Source: an optimization exercise on an open RTL-to-GDS flow (aim: small area, a short achievable clock period and few clock cycles per item). Production flows keep margins and buffers that such runs may drop. At most, simulation tests tie the RTL to the original design; equivalence was not proved. Power and IR drop assume default switching activity.

==> flow/design.v (excerpt) <==
module frame_decoder (
    input  wire        clk,
    input  wire        rst,           
    input  wire        cmd_valid,
    output reg         cmd_ready,
    input  wire [2:0]  cmd_op,
    input  wire [63:0] cmd_arg,
    output reg         rsp_valid,
    output wire [7:0]  rsp_status,
    output wire [7:0]  rsp_cause,
    output wire [63:0] rsp_result,
    input  wire        in_valid,
    output reg         in_ready,
    input  wire [7:0]  in_data,
    output wire        out_valid,
    input  wire        out_ready,
    output wire [7:0]  out_data
);
    localparam [2:0] OP_INIT     = 3'd0;
    localparam [2:0] OP_GET_LCS  = 3'd1;
    localparam [2:0] OP_GET_OFF  = 3'd2;
    localparam [2:0] OP_RESET    = 3'd3;
    localparam [2:0] OP_FINALIZE = 3'd4;
    localparam [5:0] C_BAD_VERSION     = 6'h11;
    localparam [5:0] C_LENGTH_MISMATCH = 6'h12;
    localparam [5:0] C_BAD_FLAGS       = 6'h13;
    localparam [5:0] C_ZERO_SEGMENTS   = 6'h14;
    localparam [5:0] C_SEQUENCE        = 6'h15;
    localparam [5:0] C_CONTENT_OVERRUN = 6'h16;
    localparam [5:0] C_PAST_END        = 6'h17;
    localparam [5:0] C_FINAL_OFFSET    = 6'h18;
    localparam [5:0] C_SEGMENT_CRC     = 6'h20;
    localparam [5:0] C_MESSAGE_CRC     = 6'h21;
    reg        valid;             
    reg        fault;
    reg [5:0]  fcause;            
    reg r_hdr, r_shdr, r_cont, r_sftr, r_mftr, r_fread, r_done;
    reg [63:0] xlen;              
    reg        crc_on;            
    reg [15:0] seg_count;         
    reg [63:0] offset;
    reg [15:0] seg_num;
    reg [63:0] seg_rem;           
    reg [63:0] seg_crc;           
  ...
Settings: LEC_CHECK=0, CAP_MARGIN=40, CORE_MARGIN=2, CORE_UTILIZATION=75, CTS_BUF_LIST=sky130_fd_sc_hd__clkbuf_8, PLACE_DENSITY=0.82, SLEW_MARGIN=40; clock period 12.0 ns.
standard.sh (not shown) runs the stock make flow with config.mk's settings and CLKGATE_MAP_FILE= SYNTH_SCRIPT=/design/flow/synth_recipe.tcl, a recipe that flattens the netlist after the stock synthesis.
==> flow/flow/run.sh <==
#!/bin/bash
# The standard layout (the standard.sh, unchanged synthesis), with two
# settings changed: timing repair aims at a setup slack of 8.0 ns instead of 0,
# so the layout reaches a shorter period, and the buffer put on every port is
# a buf_2 instead of the delay cell the resizer picks by default. Each ORFS
# step writes its own log under orfs/logs; make's output goes to the logs
# named below.
set -euo pipefail
bash standard.sh synth > synth_make.log 2>&1
bash standard.sh SETUP_SLACK_MARGIN=8.0 "BUFFER_PORTS_ARGS=-buffer_cell sky130_fd_sc_hd__buf_2" finish > layout_make.log 2>&1
The baseline produced a layout that fails on capacitance limit, slew limit.
Rerun with:
Settings changed: ABC_AREA from default to 1, CORE_UTILIZATION 75 to 65, PLACE_DENSITY 0.82 to 0.72.
Effect: The changed run ran to the end with no violations; worst hold slack stays flat; total power barely changes; design area climbs by a few percent; sequential share of layout area drops by 2.6 points; utilization drops by 12 points; clock-buffer cell count climbs by 4.
Rerun with:
--- a/flow/flow/run.sh
+++ b/flow/flow/run.sh
@@ -3 +3 @@
-# settings changed: timing repair aims at a setup slack of 8.0 ns instead of 0,
+# settings changed: timing repair aims at a setup slack of 8.2 ns instead of 0,
@@ -10 +10 @@
-bash standard.sh SETUP_SLACK_MARGIN=8.0 "BUFFER_PORTS_ARGS=-buffer_cell sky130_fd_sc_hd__buf_2" finish > layout_make.log 2>&1
+bash standard.sh SETUP_SLACK_MARGIN=8.2 "BUFFER_PORTS_ARGS=-buffer_cell sky130_fd_sc_hd__buf_2" finish > layout_make.log 2>&1
Settings changed: ABC_AREA 1 to default.
Effect: Area after synthesis decreases by 5.4%; worst setup slack is worse by 0.020 ns; power grows by 2.2%; core utilization is higher by 2.5 points; global-route usage drops by 3.2 points; critical path depth decreases by 15; hold slack barely changes.
No functional check of the RTL was part of any run of this note.

---

== green ==
frame_decoder, a different RTL version from the one above (not shown whole).
Size: roughly 3,000 cells after synthesis, ~640 flip-flops, ~170 I/O pins, roughly 34,000 µm² of cells after synthesis.
clock: 12.0 ns
lec_check: 0
cap_margin: 40
core_margin: 2
core_utilization: 40
slew_margin: 40
run.sh (not shown) runs the stock make flow with config.mk's settings and CLKGATE_MAP_FILE= SYNTH_SCRIPT=/design/flow/synth_recipe.tcl, a recipe that flattens the netlist after the stock synthesis.
Stock flow here: none of the scripts above is used.
> inputs changed (green -> red)
Settings: SETUP_SLACK_MARGIN newly set to 5.
Findings:
Switching power total essentially unchanged between green and red. Summary of the comparison: detailed-route via count is higher in red, relative to green. The leakage power figure of red and that of green are within noise of each other. Against green as the reference, red delivers a lower critical path buffer and inverter count. Wire length of the first global-routing pass went up by a few percent going from green to red. Delta (red minus green): cell count comparable, final-layout fill cell count now larger, number of signal-net buffers in the layout now larger.
No run of this note included a check of the RTL's function; only the layout flow was run.

---

Setup of v6:
Another version of the RTL of frame_decoder (not shown whole).
For scale: roughly 2,700 cells after synthesis, roughly 590 flip-flops, roughly 170 I/O pins.
Settings: LEC_CHECK=0, CAP_MARGIN=40, CORE_MARGIN=2, CORE_UTILIZATION=40, SLEW_MARGIN=40; clock period 12.0 ns.
standard.sh (not shown) runs the stock make flow with config.mk's settings and CLKGATE_MAP_FILE= SYNTH_SCRIPT=/design/flow/synth_recipe.tcl, a recipe that flattens the netlist after the stock synthesis.
==> flow/flow/run.sh <==
#!/bin/bash
# The standard layout, with timing repair aiming at a setup slack of 6.0 ns
# (a shorter achieved period) instead of 0. Each step's log is kept in
# orfs/logs by ORFS; the make output goes to the logs below.
set -euo pipefail
bash standard.sh synth > synth_make.log 2>&1
bash standard.sh SETUP_SLACK_MARGIN=6.0 finish > layout_make.log 2>&1
Looking at the reports, v6 completed the entire flow and the layout it produced met the timing, design-rule and antenna checks.
Testbench counts of v6, summed over its fixed seeds: cycles 55,012, items 54,500.
> inputs changed (v6 -> v7)
==> flow/flow/run.sh <==
#!/bin/bash
# The standard layout, with timing repair aiming at a setup slack of 7.0 ns
# (a shorter achieved period) instead of 0. Each step's log is kept in
# orfs/logs by ORFS; the make output goes to the logs below.
set -euo pipefail
bash standard.sh synth > synth_make.log 2>&1
bash standard.sh SETUP_SLACK_MARGIN=7.0 finish > layout_make.log 2>&1
Notes after the runs:
- The flow did not stop early for v7: all stages ran, and the layout cleared the timing, design-rule and antenna checks.
- [v7] count of non-CTS buffers in the layout rose about 14% relative to v6
- Compared v7 vs v6, and total of clock buffers placed in the layout is up in v7.
- v7 vs. v6: share of the core filled with cells in the final layout up 0.70 points, upper clock frequency limit up 18%, critical path depth down 1, power after layout up 0.000088 W, area of all sequential standard cells flat.
- Per the comparison of v7 with v6, combinational power now larger, proportion of cell area occupied by registers now smaller, area of combinational cells with multiple inputs now larger, share of total power in combinational logic now larger.
- Launch point of the critical path = in_data[0]: v7; launch point of the critical path = in_data[4]: v6

afterwards: timing with drivers on the ports:
No port has a modelled driver above. Below, the same layouts with a new extraction and two added sets of constraints.
Step 1 sets driving cells, clkbuf_16 on the clock port and buf_2 on the other inputs (assumed; they add their load-dependent delay and slew).
Step 2 also shifts input and output timing later by t, the mid clock arrival at the registers, as if the neighbouring blocks saw the same clock.
Three values: no drivers, after step 1, after step 2; two values: the first two.
run | t, ns | slack for setup (ns) | worst hold slack (ns) | latest minus earliest clock arrival (ns) | pins driven straight from the clock port
the first run of note 1 | 0.762 | 7.828 / 7.828 / 7.269 | 0.472 / 0.472 / 0.472 | 0.054 / 0.054 | 1
the second run of note 1 | 0.754 | 8.019 / 8.019 / 7.356 | 0.474 / 0.474 / 0.474 | 0.033 / 0.033 | 1
the third run of note 1 | 0.744 | 7.999 / 7.998 / 7.253 | 0.471 / 0.471 / 0.471 | 0.030 / 0.031 | 1
green | 0.674 | 5.854 / 5.859 / 5.222 | 0.462 / 0.462 / 0.462 | 0.040 / 0.040 | 1
red | 0.682 | 5.554 / 5.554 / 5.068 | 0.463 / 0.463 / 0.463 | 0.032 / 0.032 | 1
v6 | 0.665 | 6.225 / 6.265 / 5.601 | 0.460 / 0.460 / 0.460 | 0.033 / 0.033 | 1
v7 | 0.679 | 7.111 / 7.155 / 6.475 | 0.458 / 0.458 / 0.458 | 0.033 / 0.033 | 1
The setup slack of the third run of note 1, which loses most, moves by -0.001 ns with the drivers and by -0.746 ns with both steps.
